Context: an optimization exercise on an open-source flow, tuned for small area and a short achievable clock period. The choices shown serve that exercise and are no tape-out recipe.
At most, simulation tests tie the RTL to the original design; equivalence was not proved.
No activity file was given, so power comes from the tool's default toggle rates.

==> flow/design.v (excerpt) <==
module frame_rx #(
    parameter MAX_FRAME_LEN = 256
) (
    input  wire        clk,
    input  wire        rst,
    input  wire        start,
    input  wire [1:0]  cfg_fmt,       
    input  wire        cfg_srv,       
    input  wire [15:0] cfg_tmo,       
    input  wire [15:0] cfg_fixlen,    
    input  wire        rx_valid,
    input  wire [7:0]  rx_data,
    output wire        rx_ready,
    input  wire        tick,
    input  wire        fault,
    output wire        awaiting_body,
    output wire        res_valid,
    output wire [3:0]  res_code,
    output wire [3:0]  res_cause,
    output wire [7:0]  res_rxst,
    output wire [15:0] rx_count,
    output wire [15:0] rx_lenfield,
    output wire [15:0] target,
    output wire [15:0] idle_count,
    output wire [15:0] field_rcv,
    output wire [15:0] field_calc,
    output wire [1:0]  dcode,
    output wire [7:0]  handler,
    output wire [7:0]  resp_op,
    output wire [7:0]  req_op,
    output wire        disp_ok,
    output wire [7:0]  disp_handler
);
Size: roughly 970 cells after synthesis, ~200 I/O pins, ~9500 µm² of cells after synthesis.
==> flow/config.mk <==
export PLATFORM = sky130hd
export DESIGN_NAME = frame_rx
export DESIGN_NICKNAME = frame_rx
export VERILOG_FILES = /design/flow/design.v
export SDC_FILE = /design/flow/constraint.sdc
export NUM_CORES = 4
export LEC_CHECK = 0
export CAP_MARGIN = 20
export CORE_MARGIN = 2
export CORE_UTILIZATION = 40
export CTS_BUF_LIST = sky130_fd_sc_hd__clkbuf_8
export SETUP_SLACK_MARGIN = 3.8
export SLEW_MARGIN = 20
export TNS_END_PERCENT = 2
==> flow/constraint.sdc <==
create_clock -name core_clock -period 6.0 [get_ports {clk}]
set_input_delay 1.2000 -clock core_clock [delete_from_list [all_inputs] [get_ports {clk}]]
set_output_delay 1.2000 -clock core_clock [all_outputs]
set_load 0.01 [all_outputs]
standard.sh (not shown) runs the stock make flow with config.mk's settings and CLKGATE_MAP_FILE= SYNTH_SCRIPT=/design/flow/synth_recipe.tcl, a recipe that flattens the netlist after the stock synthesis.
==> flow/flow/run.sh <==
#!/bin/bash
# Standard layout, with the port buffers made of plain buf cells instead of
# the delay buffers buffer_ports picks by default. Every port still gets one.
set -euo pipefail
export BUFFER_PORTS_ARGS="-buffer_cell sky130_fd_sc_hd__buf_1"
bash standard.sh > flow_make.log 2>&1
The baseline completed without violations.
Next try:
--- a/flow/config.mk
+++ b/flow/config.mk
@@ -7,3 +7,3 @@
 export LEC_CHECK = 0
-export CAP_MARGIN = 20
+export CAP_MARGIN = 10
 export CORE_MARGIN = 2
@@ -11,4 +11,4 @@
 export CTS_BUF_LIST = sky130_fd_sc_hd__clkbuf_8
-export SETUP_SLACK_MARGIN = 3.8
-export SLEW_MARGIN = 20
+export SETUP_SLACK_MARGIN = 3.6
+export SLEW_MARGIN = 10
 export TNS_END_PERCENT = 2
Effect: The new run finished clean. First-iteration DRC count does not change. Combinational power drops by about 5%. Area after synthesis stays the same. Sequential share of layout area climbs by 0.63 points. Register-to-register slack gains 0.11 ns. Die area does not change. Count of clock-buffer cells in the layout drops by 1. Core utilization drops by 0.84 points. Final area drops by 1.7%. Via count drops by 1.7%.
Next try:
--- a/flow/config.mk
+++ b/flow/config.mk
@@ -7,8 +7,8 @@
 export LEC_CHECK = 0
-export CAP_MARGIN = 10
+export CAP_MARGIN = 20
 export CORE_MARGIN = 2
-export CORE_UTILIZATION = 40
+export CORE_UTILIZATION = 50
 export CTS_BUF_LIST = sky130_fd_sc_hd__clkbuf_8
 export SETUP_SLACK_MARGIN = 3.6
-export SLEW_MARGIN = 10
+export SLEW_MARGIN = 20
 export TNS_END_PERCENT = 2
Power shrinks by 2.6%.
Worst setup slack got worse by 0.021 ns.
Global-route usage grows by 4.7 points.
Cell area shrinks by 0.53%.
Count of clock-buffer cells in the layout is unchanged.
Synthesized cell count stays the same.
Core utilization grows by 12 points.
Maximum frequency shrinks by 0.78%.
Next try:
--- a/flow/config.mk
+++ b/flow/config.mk
@@ -9,3 +9,3 @@
 export CORE_MARGIN = 2
-export CORE_UTILIZATION = 50
+export CORE_UTILIZATION = 40
 export CTS_BUF_LIST = sky130_fd_sc_hd__clkbuf_8
Effect:
- sequential power barely changes
- routed wire length goes up by 1.8%
- sequential share of layout area is lower by 0.20 points
- cell count increases by 5.4%
- final area came out higher by 0.53%
- count of clock-buffer cells in the layout is unchanged
- via count drops by 0.62%
- die area climbs by 24%
- core utilization shrinks by 12 points
- total power rises by 2.7%
- fmax climbs by 0.78%
Next try:
--- a/flow/config.mk
+++ b/flow/config.mk
@@ -11,4 +11,3 @@
 export CTS_BUF_LIST = sky130_fd_sc_hd__clkbuf_8
-export SETUP_SLACK_MARGIN = 3.6
+export SETUP_SLACK_MARGIN = 3.3
 export SLEW_MARGIN = 20
-export TNS_END_PERCENT = 2
After rerunning: The new run went through all stages and came out clean. Power rose by 2.9%. Setup slack gets worse by 0.11 ns. Non-clock buffer count fell by 8. Die area does not change. Synthesized cell count does not change. Cell area rose by 0.83%. Wire length rose by 2.2%. Maximum frequency fell by 3.9%.
Next try:
--- a/flow/config.mk
+++ b/flow/config.mk
@@ -11,3 +11,4 @@
 export CTS_BUF_LIST = sky130_fd_sc_hd__clkbuf_8
-export SETUP_SLACK_MARGIN = 3.3
+export SETUP_SLACK_MARGIN = 3.6
 export SLEW_MARGIN = 20
+export TNS_END_PERCENT = 0
The changed run completed with no timing, DRC or antenna violations.
Design area went down by a few percent.
Clock skew barely changes.
Clock power decreases by roughly a tenth.
Hold slack is worse by 0.012 ns.

* * *

frame_rx, a different RTL version from the one above (not shown whole).
For scale: roughly 970 cells after synthesis, roughly 160 flip-flops.
Design frame_rx, start of the top module:
module frame_rx #(
    parameter MAX_FRAME_LEN = 256
) (
    input  wire        clk,
    input  wire        rst,
    input  wire        start,
    input  wire [1:0]  cfg_fmt,       
    input  wire        cfg_srv,       
    input  wire [15:0] cfg_tmo,       
    input  wire [15:0] cfg_fixlen,    
    input  wire        rx_valid,
    input  wire [7:0]  rx_data,
    output wire        rx_ready,
    input  wire        tick,
    input  wire        fault,
    output wire        awaiting_body,
    output wire        res_valid,
    output wire [3:0]  res_code,
    output wire [3:0]  res_cause,
    output wire [7:0]  res_rxst,
    output wire [15:0] rx_count,
    output wire [15:0] rx_lenfield,
    output wire [15:0] target,
    output wire [15:0] idle_count,
    output wire [15:0] field_rcv,
    output wire [15:0] field_calc,
    output wire [1:0]  dcode,
    output wire [7:0]  handler,
    output wire [7:0]  resp_op,
    output wire [7:0]  req_op,
    output wire        disp_ok,
    output wire [7:0]  disp_handler
);
Settings: LEC_CHECK=0, CAP_MARGIN=20, CORE_MARGIN=2, CORE_UTILIZATION=40, CTS_BUF_LIST=sky130_fd_sc_hd__clkbuf_8, SETUP_SLACK_MARGIN=3.3, SLEW_MARGIN=20; clock period 6.0 ns.
Scripts as last shown in full above: flow/flow/run.sh
Then changed:
SETUP_SLACK_MARGIN = 3.0   (was 3.3)
Count of clock-buffer cells in the layout does not change.
Utilization drops by 2.4 points.
Worst setup slack is worse by 0.18 ns.
Routed wire length drops by 5.1%.
Cell area drops by 4.8%.
Total power drops by 3.3%.
Function was not checked in any run of this note: the RTL went through the layout flow alone.

## static timing again, ports no longer ideal
Ports are ideal in the flow. The routed layouts listed here were re-timed in OpenROAD.
Step 1 sets driving cells, clkbuf_16 on the clock port and buf_2 on the other inputs (assumed; they add their load-dependent delay and slew).
Step 2 times the ports against the registers' clock, not the clock port: input delays grow and output delays shrink by t, the midpoint of the rising clock arrivals with the driver on.
Slacks: ideal ports / drivers / drivers and shift; pairs: ideal ports / drivers.
run | t (ns) | slack for setup (ns) | clock arrival spread, ns | slew at the worst register clock pin (ns)
the first run of note 1 | 0.494 | 3.249 / 3.272 / 2.778 | 0.027 / 0.026 | 0.11 / 0.11
the second run of note 1 | 0.506 | 3.370 / 3.368 / 2.862 | 0.015 / 0.014 | 0.10 / 0.10
the third run of note 1 | 0.497 | 3.349 / 3.355 / 2.867 | 0.015 / 0.015 | 0.10 / 0.10
the fourth run of note 1 | 0.506 | 3.370 / 3.368 / 2.862 | 0.015 / 0.014 | 0.10 / 0.10
the fifth run of note 1 | 0.499 | 3.262 / 3.264 / 2.765 | 0.018 / 0.019 | 0.10 / 0.10
the sixth run of note 1 | 0.496 | 3.266 / 3.288 / 2.792 | 0.023 / 0.023 | 0.11 / 0.11
the first run of note 2 | 0.498 | 3.190 / 3.184 / 2.685 | 0.017 / 0.017 | 0.11 / 0.11
the second run of note 2 | 0.494 | 3.013 / 3.036 / 2.541 | 0.013 / 0.013 | 0.10 / 0.10
After both steps setup and hold are still met in every run listed.
